Context: an optimization exercise on an open-source flow, tuned for small area, a short achievable clock period and few clock cycles. The choices shown serve that exercise and are no tape-out recipe.
Only simulation tests tie the RTL to the original design; equivalence was not proved.
Power figures rest on the tool's default switching activity, not on a simulated workload.

==> config.mk <==
export PLATFORM = sky130hd
export DESIGN_NAME = hcpu_core
export DESIGN_NICKNAME = hcpu_core
export VERILOG_FILES = /design/flow/design.v
export SDC_FILE = /design/flow/constraint.sdc
export NUM_CORES = 4
export LEC_CHECK = 0
export CAP_MARGIN = 20
export CORE_MARGIN = 2
export CORE_UTILIZATION = 45
export SETUP_SLACK_MARGIN = 4.5
export SLEW_MARGIN = 20
==> constraint.sdc <==
create_clock -name core_clock -period 10.0 [get_ports {clk}]
set_input_delay 2.0000 -clock core_clock [delete_from_list [all_inputs] [get_ports {clk}]]
set_output_delay 2.0000 -clock core_clock [all_outputs]
set_load 0.01 [all_outputs]
==> design.v <==
module hcpu_alu (
    input  wire [4:0]  op,
    input  wire [31:0] a,       
    input  wire [31:0] b,       
    input  wire        cin,     
    output reg  [31:0] y,
    output reg         cout,
    output reg         valid
);
    wire        inv  = (op[1:0] != 2'b00);                   
    wire        ci   = (op[1:0] == 2'b00) ? cin : ((op[1:0] == 2'b01) ? ~cin : 1'b1);
    wire [31:0] bx   = b ^ {32{inv}};
    wire [32:0] sum  = {1'b0, a} + {1'b0, bx} + {32'd0, ci};
    wire        eq   = &(a ^ bx);                            
    wire [4:0]  n    = b[4:0];
    wire        lsl  = (op[3:0] == 4'h7);
    wire [4:0]  s    = lsl ? (5'd0 - n) : n;
    wire [31:0] r0   = s[0] ? {a[0],     a[31:1]}  : a;
    wire [31:0] r1   = s[1] ? {r0[1:0],  r0[31:2]} : r0;
    wire [31:0] r2   = s[2] ? {r1[3:0],  r1[31:4]} : r1;
    wire [31:0] r3   = s[3] ? {r2[7:0],  r2[31:8]} : r2;
    wire [31:0] rot  = s[4] ? {r3[15:0], r3[31:16]} : r3;
    wire [31:0] mr   = 32'hFFFF_FFFF >> n;                   
    wire [31:0] ml   = 32'hFFFF_FFFF << n;                   
    wire [31:0] m    = lsl ? ml : ((op[3:0] == 4'h9) ? 32'hFFFF_FFFF : mr);
    wire        fill = (op[3:0] == 4'h8) & a[31];            
    wire [31:0] sh   = (rot & m) | ({32{fill}} & ~m);
    always @* begin
        y     = 32'd0;
        cout  = cin;
        valid = 1'b1;
        case (op)
            5'h10, 5'h11: {cout, y} = sum;                                
            5'h12: y = eq ? 32'd0 : (sum[32] ? 32'd1 : 32'hFFFF_FFFF);    
            5'h13: y = a & b;                                             
            5'h14: y = a | b;                                             
            5'h15: y = ~a;                                                
            5'h16, 5'h17, 5'h18, 5'h19: y = sh;                           
            default: begin                                                
                y     = 32'd0;
                valid = 1'b0;
            end
        endcase
    end
endmodule
module hcpu_core (
    input  wire        clk,
    input  wire        rst,          
    output reg         mem_req,
    output reg         mem_we,
    output reg  [15:0] mem_addr,
    output reg  [1:0]  mem_size,     
    output reg  [31:0] mem_wdata,
    input  wire        mem_gnt,
    input  wire        mem_rvalid,
    input  wire [31:0] mem_rdata,
    output wire        halted,
    output wire        memfault
);
    localparam [31:0] STACK_BASE = 32'h0000_F000;
    localparam [15:0] IRQ_VECTOR = 16'h0040;
    localparam [2:0] ST_RUN   = 3'd0,
                     ST_MWAIT = 3'd1,
                     ST_DISP  = 3'd2,
                     ST_HALT  = 3'd3,
                     ST_FAULT = 3'd4;
    reg [2:0] state;
    reg [31:0] r1, r2, r3, r4, r5;    
    reg [31:0] sp;
    reg        f_store_reg, f_wfi;
    reg        carry;
    reg [15:0] imask, ipend;
    reg [31:0] ir;               
    reg [7:0]  sel_a;            
    reg [7:0]  sel_b;            
    reg        m_i3, m_i16;      
    reg        ir_v;             
    reg [15:0] pc_x;             
    reg [31:0] pc_f;             
    reg        fo;               
    reg        skip;             
    reg        refetch;          
    reg [2:0]  ld_rd;
    reg [1:0]  ld_size;
    reg        ld_pop;
    reg        ld_over;          
    wire [15:0] hi   = ir[15:0];
    wire [15:0] lo   = ir[31:16];
    wire [4:0]  op   = hi[15:11];
    wire [2:0]  rd   = hi[10:8];
    wire [2:0]  rb   = hi[4:2];
    wire [1:0]  mode = hi[1:0];
    function [16:0] inc_at(input [15:0] a, input integer k);
        integer i, j;
        reg c;
        begin
            for (i = 0; i < 17; i = i + 1) begin
                c = 1'b1;
                for (j = k; j < i; j = j + 1) c = c & a[j];
                if (i < k)       inc_at[i] = a[i];
                else if (i < 16) inc_at[i] = a[i] ^ c;
                else             inc_at[i] = c;
            end
        end
    endfunction
    function [31:0] sp_step(input [31:0] a, input dec);
        integer i;
        reg c;
        begin
            sp_step[1:0] = a[1:0];
            c = 1'b1;
            for (i = 2; i < 32; i = i + 1) begin
                sp_step[i] = a[i] ^ c;
                c = c & (a[i] ^ dec);
            end
        end
    endfunction
    function [7:0] onehot(input [2:0] i);
        onehot = 8'd1 << i;
    endfunction
    function [31:0] rf_read(input [7:0] s);
        rf_read = ({32{s[1]}} & r1) | ({32{s[2]}} & r2) | ({32{s[3]}} & r3) |
                  ({32{s[4]}} & r4) | ({32{s[5]}} & r5) | ({32{s[6]}} & sp) |
                  ({32{s[7]}} & {16'd0, pc_x});
    endfunction
    wire [31:0] op1 = rf_read(sel_a);
    wire [31:0] imm = ({32{m_i3}} & {{29{rb[2]}}, rb}) | ({32{m_i16}} & {{16{lo[15]}}, lo});
    wire [31:0] op2 = rf_read(sel_b) | imm;
    wire is_mem  = (op[4:3] == 2'b00);
    wire is_alu  = (op >= 5'h0F);
    wire [31:0] alu_y;
    wire        alu_c, alu_valid;
    hcpu_alu u_alu (
        .op(op), .a(op1), .b(op2), .cin(carry),
        .y(alu_y), .cout(alu_c), .valid(alu_valid)
    );
    wire ifault = (mode == 2'b11) || (is_alu && !alu_valid);
    wire        idx_ok   = (op1[31:4] == 28'd0);
    wire [3:0]  idx      = op1[3:0];
    wire        mask_bit = idx_ok & imask[idx];
    wire        acc_sp   = (op[2:1] == 2'b11);                  
    wire [31:0] acc_addr = acc_sp ? sp : op1;
    wire        acc_we   = (op[2:0] >= 3'd3) && (op[2:0] <= 3'd6);
    reg  [1:0]  acc_size;
    always @* begin
        case (op[2:0])
            3'd0, 3'd3: acc_size = 2'd0;
            3'd1, 3'd4: acc_size = 2'd1;
            default:    acc_size = 2'd2;
        endcase
    end
    wire acc_ok = (acc_addr[31:16] == 16'd0) &&
                  ((acc_size == 2'd0) ||
                   (acc_size == 2'd1 && acc_addr[15:0] != 16'hFFFF) ||
                   (acc_addr[15:2] != 14'h3FFF) || (acc_addr[1:0] == 2'd0));
    wire disp_ok = (sp[31:16] == 16'd0) && ((sp[15:2] != 14'h3FFF) || (sp[1:0] == 2'd0));
    wire [7:0]  st_d   = acc_addr[7:0] - pc_f[7:0];
    wire        st_hit = ((st_d[7:2] == 6'h00) || (st_d[7:2] == 6'h3F)) &&
                         ((acc_addr[15:8] == pc_f[15:8]) ||
                          (acc_addr[7:2] == 6'h00) || (acc_addr[7:2] == 6'h3F));
    reg [31:0] load_val;
    always @* begin
        case (ld_size)
            2'd0:    load_val = {24'd0, mem_rdata[7:0]};
            2'd1:    load_val = {16'd0, mem_rdata[15:0]};
            default: load_val = mem_rdata;
        endcase
    end
    wire        arrive  = (state == ST_RUN) && fo && mem_rvalid && !skip;
    wire        ir_long = (mode == 2'b10);
    wire [31:0] s_word  = (ir_v && !ir_long) ? {mem_rdata[15:0], ir[31:16]} : mem_rdata;
    wire        s_long  = (s_word[1:0] == 2'b10);
    wire [16:0] pf_p2   = {1'b0, pc_f[15:0]} + 17'd2;
    wire [16:0] pf_p4   = {1'b0, pc_f[15:0]} + 17'd4;
    wire [16:0] pf_next = s_long ? pf_p4 : pf_p2;
    wire [15:0] fetch_a = fo ? pf_p4[15:0] : (!ir_v ? pc_f[15:0] : (ir_long ? pc_f[15:0] : pf_p2[15:0]));
    wire        f_over  = (pc_f[31:16] != 16'd0) || (pc_f[15:2] == 14'h3FFF && pc_f[1:0] != 2'd0);
    wire irq     = (imask & ipend) != 16'd0;
    wire can_ex  = (state == ST_RUN) && !refetch && !f_wfi && ir_v && (fo ? arrive : (is_mem || irq));
    wire ex      = can_ex && !irq;
    wire ex_mem  = ex && is_mem;
    wire ex_go   = ex_mem && acc_ok && mem_gnt;                 
    wire ex_op   = ex && !is_mem;                               
    wire is_mskr = (op == 5'h0B) || (op == 5'h0D);
    wire sets_sr = is_mskr || (is_alu && alu_valid);
    reg  [31:0] res;
    always @* begin
        if (is_mskr)                  res = {31'd0, mask_bit};
        else if (is_alu && alu_valid) res = alu_y;
        else                          res = 32'd0;
    end
    wire is_bnz  = (op == 5'h08);
    wire bnz_tk  = is_bnz && (op1 != 32'd0);
    wire is_halt = (op == 5'h0E);
    wire is_wfi  = (op == 5'h09);
    wire ir_wpc  = (rd == 3'd7) && (sets_sr || f_store_reg) && !(is_mem && !acc_we);
    wire        wb_ld  = (state == ST_MWAIT) && mem_rvalid && !skip;
    wire        wb_en  = wb_ld || (ex_op && (sets_sr || f_store_reg)) ||
                         (ex_go && acc_we && f_store_reg);
    wire [2:0]  wb_idx = wb_ld ? ld_rd : rd;
    wire [31:0] wb_val = wb_ld ? load_val : res;
    wire        wb_pc  = wb_en && (wb_idx == 3'd7);
    wire run_ok = (state == ST_RUN) && !refetch && !f_wfi && (ir_v || !f_over);
    wire ready  = !fo || (mem_rvalid && !skip);     
    wire ir_mem = ir_v && is_mem;
    wire ir_bnz = ir_v && is_bnz && fo;
    wire ir_req = !ir_v || !fo ||
                  (!irq && (is_mem ? acc_ok : !(is_halt || is_wfi || ir_wpc || (is_bnz && skip))));
    always @* begin
        mem_req   = 1'b0;
        mem_we    = 1'b0;
        mem_size  = 2'd2;
        mem_wdata = op2;
        if (ir_mem)      mem_addr = acc_addr[15:0];
        else if (ir_bnz) mem_addr = op2[15:0];    
        else             mem_addr = fetch_a;
        case (state)
            ST_RUN: begin
                mem_req = run_ok && ready && ir_req && !(ir_v && !fo && (irq || (is_mem && !acc_ok)));
                mem_we  = ir_mem && acc_we;
                if (ir_mem) mem_size = acc_size;
            end
            ST_MWAIT: begin
                mem_req  = mem_rvalid && !skip && (ld_rd != 3'd7) && !ld_over;
                mem_addr = fetch_a;
            end
            ST_DISP: begin
                mem_req   = 1'b1;
                mem_we    = 1'b1;
                mem_addr  = sp[15:0];
                mem_wdata = {16'd0, (f_wfi ? pc_f[15:0] : pc_x)};
            end
            default: ;
        endcase
    end
    assign halted   = (state == ST_HALT);
    assign memfault = (state == ST_FAULT);
    wire [31:0] wr_val = wb_val & {32{~rst}};
    wire [7:0]  wr_sel = {8{wb_en}} & onehot(wb_idx);
    always @(posedge clk) begin
        if (rst || wr_sel[1]) r1 <= wr_val;
        if (rst || wr_sel[2]) r2 <= wr_val;
        if (rst || wr_sel[3]) r3 <= wr_val;
        if (rst || wr_sel[4]) r4 <= wr_val;
        if (rst || wr_sel[5]) r5 <= wr_val;
    end
    wire sp_inc = ex_go && (op[2:0] == 3'd6);
    wire sp_dec = (wb_ld && ld_pop) || (state == ST_DISP && mem_gnt);
    wire [31:0] sp_val = wr_sel[6] ? wb_val : sp_step(sp, state != ST_RUN);
    always @(posedge clk) begin
        if (rst || wr_sel[6] || sp_inc || sp_dec)
            sp <= (sp_val & {32{~rst}}) | (STACK_BASE & {32{rst}});
    end
    task automatic take_successor;
        begin
            ir    <= s_word;
            sel_a <= onehot(s_word[7:5]);
            sel_b <= (s_word[1:0] == 2'b00) ? onehot(s_word[4:2]) : 8'd0;
            m_i3  <= (s_word[1:0] == 2'b01);
            m_i16 <= (s_word[1:0] == 2'b10);
            ir_v  <= 1'b1;
            pc_x  <= pc_f[15:0];
            pc_f  <= {15'd0, pf_next};
        end
    endtask
    task automatic jump(input [31:0] t);
        begin
            ir_v <= 1'b0;
            pc_f <= t;
        end
    endtask
    always @(posedge clk) begin
        if (rst) begin
            state       <= ST_RUN;
            f_store_reg <= 1'b0;
            f_wfi       <= 1'b0;
            carry       <= 1'b0;
            imask       <= 16'h0001;
            ipend       <= 16'h0000;
            ir_v        <= 1'b0;
            pc_f        <= 32'd0;
            fo          <= 1'b0;
            skip        <= 1'b0;
            refetch     <= 1'b0;
        end else begin
            if (wb_en && (wb_ld || sets_sr)) f_store_reg <= 1'b1;
            if (mem_rvalid && skip) skip <= 1'b0;
            case (state)
                ST_RUN: begin
                    if (refetch) begin
                        refetch <= 1'b0;
                        jump({16'd0, pc_x});
                    end else if (f_wfi) begin
                        if (f_over)   state <= ST_HALT;
                        else if (irq) state <= disp_ok ? ST_DISP : ST_FAULT;
                        else          pc_f <= {15'd0, pf_p2};
                    end else if (!ir_v) begin
                        if (f_over) begin
                            state <= ST_HALT;
                        end else if (arrive) begin
                            take_successor;
                            fo <= mem_gnt;
                        end else if (!fo) begin
                            fo <= mem_gnt;
                        end
                    end else if (!fo && !can_ex) begin
                        fo <= mem_gnt;
                    end else if (can_ex) begin
                        if (irq) begin
                            ir_v  <= 1'b0;
                            fo    <= 1'b0;
                            state <= disp_ok ? ST_DISP : ST_FAULT;
                        end else if (is_mem) begin
                            if (!acc_ok) begin
                                state <= ST_FAULT;
                            end else if (!mem_gnt) begin
                                fo <= 1'b0;
                            end else begin
                                if (mode == 2'b11) ipend[0] <= 1'b1;
                                fo      <= 1'b0;
                                ld_rd   <= rd;
                                ld_size <= acc_size;
                                ld_pop  <= (op[2:0] == 3'd7);
                                ld_over <= f_over;
                                if (ir_wpc) begin
                                    jump(32'd0);
                                end else begin
                                    if (fo) take_successor;
                                    else    ir_v <= 1'b0;
                                    refetch <= fo && acc_we && st_hit;
                                    if (!acc_we)     state <= ST_MWAIT;
                                    else if (f_over) state <= ST_HALT;
                                end
                            end
                        end else begin
                            if (ifault) ipend[0] <= 1'b1;
                            case (op)
                                5'h09: f_wfi <= 1'b1;
                                5'h0A: if (idx_ok) imask[idx] <= (op2 != 32'd0);
                                5'h0C: if (idx_ok) ipend[idx] <= (op2 != 32'd0);
                                default: ;
                            endcase
                            if (is_alu && alu_valid) carry <= alu_c;
                            if (is_halt) begin
                                state <= ST_HALT;
                            end else if (ir_wpc) begin
                                jump(wb_val);
                                fo <= 1'b0;
                            end else if (bnz_tk) begin
                                jump(op2);
                                fo <= mem_gnt && !skip;
                            end else if (is_wfi) begin
                                ir_v <= 1'b0;
                                fo   <= 1'b0;
                                if (f_over) state <= ST_HALT;
                            end else begin
                                if (f_over) state <= ST_HALT;
                                if (fo) take_successor;
                                else    ir_v <= 1'b0;
                                if (is_bnz) begin
                                    fo <= 1'b0;
                                    if (mem_gnt && !skip) skip <= 1'b1;
                                end else begin
                                    fo <= mem_gnt;
                                end
                            end
                        end
                    end
                end
                ST_MWAIT: begin
                    if (mem_rvalid && !skip) begin
                        if (wb_pc) begin
                            jump(load_val);
                        end else if (ld_over) begin
                            state <= ST_HALT;
                        end else begin
                            fo <= mem_gnt;
                        end
                        if (!ld_over || wb_pc) state <= ST_RUN;
                    end
                end
                ST_DISP: begin
                    if (mem_gnt) begin
                        pc_f  <= {16'd0, IRQ_VECTOR};
                        ir_v  <= 1'b0;
                        fo    <= 1'b0;
                        f_wfi <= 1'b0;
                        state <= ST_RUN;
                    end
                end
                ST_HALT:  state <= ST_HALT;
                ST_FAULT: state <= ST_FAULT;
                default:  state <= ST_FAULT;
            endcase
        end
    end
endmodule
==> run.sh <==
#!/bin/bash
# synth_recipe.tcl (not shown) runs the flow's synth.tcl, then flattens the netlist and writes it again
# the make line also repeats each setting of config.mk as NAME=value (left out here)
make -C /OpenROAD-flow-scripts/flow DESIGN_CONFIG=/design/flow/config.mk WORK_HOME=/design/flow/orfs CLKGATE_MAP_FILE= SYNTH_SCRIPT=/design/flow/synth_recipe.tcl finish
==> results of run 1 <==
how the worst min path moves through the flow:
stage / end / slack (ns) / cells after the start
floorplan: pc_x[11]$_DFFE_PP_ / 0.41 / 0
global route: imask[12]$_SDFFE_PP0P_ / 0.50 / 2
CTS: imask[12]$_SDFFE_PP0P_ / 0.48 / 2
finish: ipend[12]$_SDFFE_PP0P_ / 0.48 / 2
detailed placement: imask[12]$_SDFFE_PP0P_ / 0.47 / 2
global placement: ipend[12]$_SDFFE_PP0P_ / 0.45 / 2
repair_timing:
| action | in CTS | in global routing |
|---|---|---|
| setup endpoints to repair | 281 | 329 |
| setup buffers | 52 | 70 |
| pin swaps | 22 | 49 |
| resized for setup | 170 | 128 |
| cloned | 5 | 5 |
per-stage QoR:
stage | std cells | worst slack [ns] | hold slack, ns
floorplan | 3347 | 4.83 | 0.406
CTS | 4161 | 4.24 | 0.480
finish | 4241 | 4.42 | 0.477
detailed placement | 4032 | 3.12 | 0.471
global placement | 4032 | 2.93 | 0.448
global route | 4236 | 4.45 | 0.495
routing by layer:
metal | track usage [%] | share of wire, % | vias to the layer above
li1 | - | - | 13000
met5 | 0 | 0 | -
met3 | 16.0 | 15 | 653
met2 | 64.4 | 40 | 2751
met4 | 29.8 | 8.3 | 0
met1 | 58.0 | 36 | 15100
area by class of cell:
cell class                 count  area [um^2]  area share, %
multi-input combinational   2680        18200           55.1
sequential                   334         9300           28.1
timing repair buffer         308         2900           8.76
clock buffer                  53         1130           3.42
tap                          790          988           2.99
clock inverter                19          289          0.874
inverter                      52          223          0.674
antenna                        5         12.5         0.0378
where the power goes:
part / internal (mW) / switching, mW / leakage (nW)
Sequential: 1.65 / 0.191 / 3.21
Combinational: 0.972 / 1.83 / 7.84
Clock: 0.938 / 0.672 / 0.695
worst max-delay path, cell delays in order, from the launching register on:
cell	delay, ns
edfxtp_1	0.36
buf_8	0.34
nand2_8	0.25
a41oi_4	0.48
nand4_1	0.25
a2111oi_4	0.29
o211a_4	0.28
o21ai_4	0.08
nand2_2	0.11
o21ai_2	0.05
a311o_1	0.32
buf_2	0.14
cell families (layout without fill, tap and decap cells):
group / count (synthesis) / count (layout) / synth area share, %
adders and majority gates: 50 / 50 / 2.31
other: 0 / 5 / 0
buffers and inverters: 336 / 432 / 4.94
AOI/OAI and AO/OA: 1120 / 1120 / 27.9
muxes: 156 / 156 / 6.16
DFF: 334 / 334 / 33.5
xor gates and xnor gates: 164 / 164 / 5.18
and+or+nand+nor: 1187 / 1190 / 20.1
cells in the final DEF (no fill, tap or decap), types with 18 or more instances in the layout:
| master | synthesis | layout |
|---|---|---|
| a211oi_1 | 61 | 57 |
| a21o_1 | 20 | 20 |
| a21oi_1 | 232 | 225 |
| a221oi_1 | 42 | 42 |
| a222oi_1 | 18 | 18 |
| a22oi_1 | 223 | 209 |
| a31oi_1 | 35 | 33 |
| and2_1 | 38 | 34 |
| and3_1 | 51 | 44 |
| buf_4 | 6 | 181 |
| clkbuf_16 | 0 | 45 |
| clkdlybuf4s50_1 | 0 | 80 |
| dfxtp_1 | 74 | 68 |
| edfxtp_1 | 260 | 260 |
| ha_1 | 48 | 46 |
| inv_1 | 44 | 37 |
| mux2_2 | 29 | 29 |
| mux2i_1 | 118 | 107 |
| nand2_1 | 390 | 382 |
| nand2b_1 | 19 | 18 |
| nand3_1 | 112 | 90 |
| nand3_2 | 1 | 18 |
| nand4_1 | 50 | 50 |
| nor2_1 | 324 | 309 |
| nor2b_1 | 22 | 20 |
| nor3_1 | 57 | 49 |
| nor4_1 | 27 | 25 |
| o211ai_1 | 43 | 43 |
| o21a_1 | 23 | 22 |
| o21ai_0 | 168 | 154 |
| o221ai_1 | 38 | 37 |
| o22ai_1 | 36 | 36 |
| or3_1 | 18 | 18 |
| xnor2_1 | 108 | 106 |
| xor2_1 | 56 | 56 |
==> out/qor.txt, run 1 <==
outcome: timing/DRC/antenna clean
total grt overflow: 0
GP Congestion: 1.04
sequential area share after synthesis: 33.5%
Total Routing Usage GR: 45.4%
Leak Pwr: 11.7 nW
Fmax: 179 MHz
CORE AREA: 0.0614 mm^2
cts hold-fix bufs: 0
CTS Buffer Depth: 3
Hold Vio Cnt, Final: 0
drt initial violations: 5,082
antenna violations before repair: 4
vias: 31,500
Max-Cap Viols: 0
Via density: 7.42
clk root buf: clkbuf_16
power per standard cell area: 189 mW/mm^2
first-pass GRT wire length: 209,000 um
synthesized area: 0.0278 mm^2
maximum vdd drop: 0.155 mV
Core Util, Final: 53.9%
H-tree depth: 2
Fillers: 5,674
dpl cell area: 0.0292 mm^2
Synth top area share: 28.1%
leading area contributor after synthesis: edfxtp_1
Die Wd: 252 um
unrepaired setup endpoints after global routing: true
Reg-to-Reg Start: sel_a[2]$_SDFFCE_PP0P_
share of layout cells above drive strength 1: 15.4%
CTS tree: done
setup tns final: 0 ns
post-synthesis async set-or-reset flop share: 0%
RR Endpoint: r4[26]$_DFFE_PP_
HPWL after DPL: 104,000 um
Post-synth EDFFs: 260
wire length per cell: 35.6 um
worst setup path endpoint: mem_req
final worst path period share: 55.8%
TritonRoute pass-1 iters: 9
Worst EP required: 8.00 ns
Final #Nets: 3,503
drt total wl: 151,000 um
Post-route DRC: 0
largest net degree at the start of global routing: 70
overall die area: 0.0637 mm^2
Ys Warns: 2
Slew Limit Fails: 0
R2R Setup Slk: 4.50 ns
Starting Density: 45.2%
Synth area leaders: edfxtp_1 28%, a22oi_1 6.0%, dfxtp_1 5.3%, nand2_1 5.3%, nor2_1 4.4%
worst skew pair latency: 0.62 ns
Final Setup Violations: 0
IO Count: 90
Reg clk slew, reported paths: 0.06 ns
worst hold path type: reg2reg
Synth-to-Final Area Change: 19.2%
row cnt: 91
Post-Syn Instances: 3,347
post-synth cell types: 93
Yosys reg bits: 334
Finished Cell Area: 0.0331 mm^2
critical path peak fanout: 34
clk sinks: 334
FF-to-FF path depth: 12
Min Clock Period, post-route: 5.58 ns
overall die height: 252 um
clk_skew: 0.0587 ns
hold path start: ipend[12]$_SDFFE_PP0P_
ys flop type: edfxtp_1
Setup Crit Path Kind: reg2out
Post-synth top cells: 390 x nand2_1, 324 x nor2_1, 260 x edfxtp_1
syn_nets: 3,433
Slew @ Worst Pin: 1.25 ns
syn avg cell area: 8.29 um^2
Critical Path End Type: output port
Max transition margin: 15.4%
top-count cell post-synth: nand2_1
vias in the first global route: 28,700
CP Data Arrival Time: 3.58 ns
CTS Buf Count: 41
crit start category: flop
Critical path origin: ir[13]$_DFFE_PP_
total power: 6.26 mW
IO buf count: 89
ANT nets after route: 0
Testbench counts, summed over its fixed seeds: cycles 103,025.
==> inputs of run 2 (changes only) <==
--- a/config.mk
+++ b/config.mk
@@ -9,4 +9,4 @@
 export CORE_MARGIN = 2
 export CORE_UTILIZATION = 45
-export SETUP_SLACK_MARGIN = 4.5
+export SETUP_SLACK_MARGIN = 5.0
 export SLEW_MARGIN = 20
==> run 2 against run 1 <==
Still clean. Core utilization up 3.3 points. Sequential cell count unchanged. Synthesized cell count unchanged. Synthesized area unchanged. Wire length up 4.8%. Critical path depth up 2. Hold slack worse by 0.012 ns. Largest cell class unchanged.
==> out/qor.txt, run 2 <==
area of the multi-input gates: 0.0189 mm^2
total power: 6.50 mW
top-count cell post-synth: nand2_1
Switching Share: 43.1%
Yosys reg bits: 334
total grt overflow: 0
worst skew pair latency: 0.64 ns
ANT nets after route: 0
vias: 32,500
Slew @ Worst Pin: 1.28 ns
leading area contributor after synthesis: edfxtp_1
Reg clk slew, reported paths: 0.06 ns
Max transition margin: 14.3%
Synth top area share: 28.1%
setup tns final: 0 ns
vias in the first global route: 29,700
Storage cell area: 0.00931 mm^2
crit start category: flop
most common cell after layout, fill and taps aside: nand2_1
Int Pwr: 3.70 mW
drt initial violations: 5,903
R2R Setup Slk: 4.82 ns
HPWL after DPL: 105,000 um
FF-to-FF path depth: 15
syn_nets: 3,433
antenna violations before repair: 9
Core Util, Final: 57.2%
Net Switching: 2.80 mW
clk_skew: 0.0583 ns
CP Data Arrival Time: 3.59 ns
Starting Density: 45.2%
drt total wl: 158,000 um
Post-route DRC: 0
Via density: 7.46
syn avg cell area: 8.29 um^2
Final #Nets: 3,615
TritonRoute pass-1 iters: 11
clk root buf: clkbuf_16
share of layout cells above drive strength 1: 21.6%
Min Clock Period, post-route: 5.59 ns
overall die area: 0.0637 mm^2
worst hold path depth: 2
Ys Warns: 2
CORE AREA: 0.0614 mm^2
outcome: timing/DRC/antenna clean
first-pass GRT wire length: 219,000 um
Post-Syn Instances: 3,347
Die Wd: 252 um
IO buf count: 89
Clk pwr share: 25.3%
clk sinks: 334
Total Routing Usage GR: 47.8%
combinational group share of total power: 46.4%
Hold Vio Cnt, Final: 0
synthesized area: 0.0278 mm^2
row cnt: 91
Post-synth EDFFs: 260
post-synth cell types: 93
Synth-to-Final Area Change: 26.5%
CTS Buffer Depth: 3
Worst EP required: 8.00 ns
worst hold path type: reg2reg
H-tree depth: 2
Final Setup Violations: 0
GP Congestion: 1.07
ys flop type: edfxtp_1
maximum vdd drop: 0.211 mV
power per standard cell area: 185 mW/mm^2
cts hold-fix bufs: 0
IO Count: 90
Setup Crit Path Kind: reg2out
CTS Buf Count: 40
sequential area share after synthesis: 33.5%
Slew Limit Fails: 0
post-synthesis async set-or-reset flop share: 0%
critical path peak fanout: 32
final worst path period share: 55.9%
Post-synth top cells: 390 x nand2_1, 324 x nor2_1, 260 x edfxtp_1
Fillers: 5,535
overall die height: 252 um
Synth area leaders: edfxtp_1 28%, a22oi_1 6.0%, dfxtp_1 5.3%, nand2_1 5.3%, nor2_1 4.4%
hold slack: 0.465 ns
largest net degree at the start of global routing: 62
Max-Cap Viols: 0
unrepaired setup endpoints after global routing: true
commonest cells after routing, fill and taps aside: 376 x nand2_1, 286 x nor2_1, 260 x edfxtp_1
Fmax: 179 MHz
Leak Pwr: 12.8 nW
Seq pwr share: 28.3%
wire length per cell: 36.3 um
Critical Path End Type: output port
CTS tree: done
==> run 2: cell counts after synthesis <==
Identical to the previous run, type by type.
==> run 2: timing repair <==
action / 4_1_cts / 5_1_grt
setup buffers: 152 / 59
pin swaps: 67 / 46
cloned: 16 / 7
resized for setup: 362 / 186
endpoints found under the setup margin: 556 / 318
==> run 2: through the flow <==
stage | cell area (um^2) | setup WS (ns) | std cells
floorplan | 27800 | 5.00 | 3347
global placement | 29300 | 2.91 | 4043
detailed placement | 29300 | 3.33 | 4043
CTS | 33800 | 4.52 | 4285
global route | 35100 | 4.33 | 4354
finish | 35100 | 4.41 | 4357
==> run 2: routing by layer <==
metal	vias to the layer above	part of all wire, %	global-route usage (%)	wire length, um
met5	-	0.33	2.93	517
met4	14	9.1	31.2	14400
met3	812	15	18.0	24300
met2	2897	40	68.6	63100
met1	15600	35	59.7	56000
li1	13200	-	-	-
==> run 2: final cells by class <==
class                   count  share of cell area, %
multi-input cells        2682                   53.8
clock inverters            23                   1.01
flip-flops and latches    334                   26.5
inverters                  52                  0.681
diodes                      6                 0.0428
well taps                 790                   2.82
clock buffers              51                   3.14
repair buffers            419                   12.0
==> run 2: path summary, 6_finish.rpt <==
check | end | startpoint
worst max register to register | r3[27]$_DFFE_PP_ | pc_x[0]$_DFFE_PP_
worst min register to register | ipend[12]$_SDFFE_PP0P_ | ipend[12]$_SDFFE_PP0P_
worst max-delay path | mem_req | sel_a[1]$_SDFFCE_PP0P_
worst min-delay path | ipend[12]$_SDFFE_PP0P_ | ipend[12]$_SDFFE_PP0P_
==> run 2: critical path: stages (launching register included) <==
cell        delay (ns)
edfxtp_1          0.38
buf_12            0.27
a22oi_1           0.14
nand4_1           0.17
buf_12            0.16
clkinvlp_4        0.16
a21o_1            0.24
a2111oi_4         0.37
o211a_1           0.28
o21ai_2           0.09
nand2_2           0.10
o21ai_1           0.06
a311o_1           0.34
buf_2             0.16
==> run 2: kinds of logic after synthesis <==
kind of cell,count (synthesis),synth area share [%]
xor+xnor,164,5.18
buf+inv,336,4.94
mux,156,6.16
flops,334,33.5
compound gates,1120,27.9
simple gates,1187,20.1
fa+ha+maj,50,2.31
==> run 2: power by group through the flow <==
stage / logic [mW] / registers, mW / clock network (mW)
floorplan: 1.59 / 1.74 / 0
detailed placement: 2.50 / 1.85 / 0
global route: 3.09 / 1.85 / 1.70
CTS: 2.72 / 1.82 / 1.64
global placement: 2.50 / 1.85 / 0
finish: 3.01 / 1.84 / 1.65

port drivers added, routing unchanged:
Ports are ideal in the flow. The routed layouts listed here were re-timed in OpenROAD.
Step 1 sets driving cells, clkbuf_16 on the clock port and buf_2 on the other inputs (assumed; they add their load-dependent delay and slew).
Step 2 times the ports against the registers' clock, not the clock port: input delays grow and output delays shrink by t, the midpoint of the rising clock arrivals with the driver on.
Slacks: no drivers / after step 1 / after step 2; pairs: no drivers / after step 1.
run | shift t [ns] | setup slack, ns | hold slack, ns | clock arrival spread, ns | worst slew at a driven data input, ns
run 1 | 0.663 | 4.417 / 4.346 / 3.952 | 0.477 / 0.477 / 0.477 | 0.058 / 0.059 | 0.04
run 2 | 0.684 | 4.411 / 4.336 / 4.383 | 0.465 / 0.465 / 0.465 | 0.058 / 0.058 | 0.07
After both steps setup and hold are still met in every run listed. The setup slack of run 1, which loses most, moves by -0.071 ns with the drivers and by -0.465 ns with both steps.
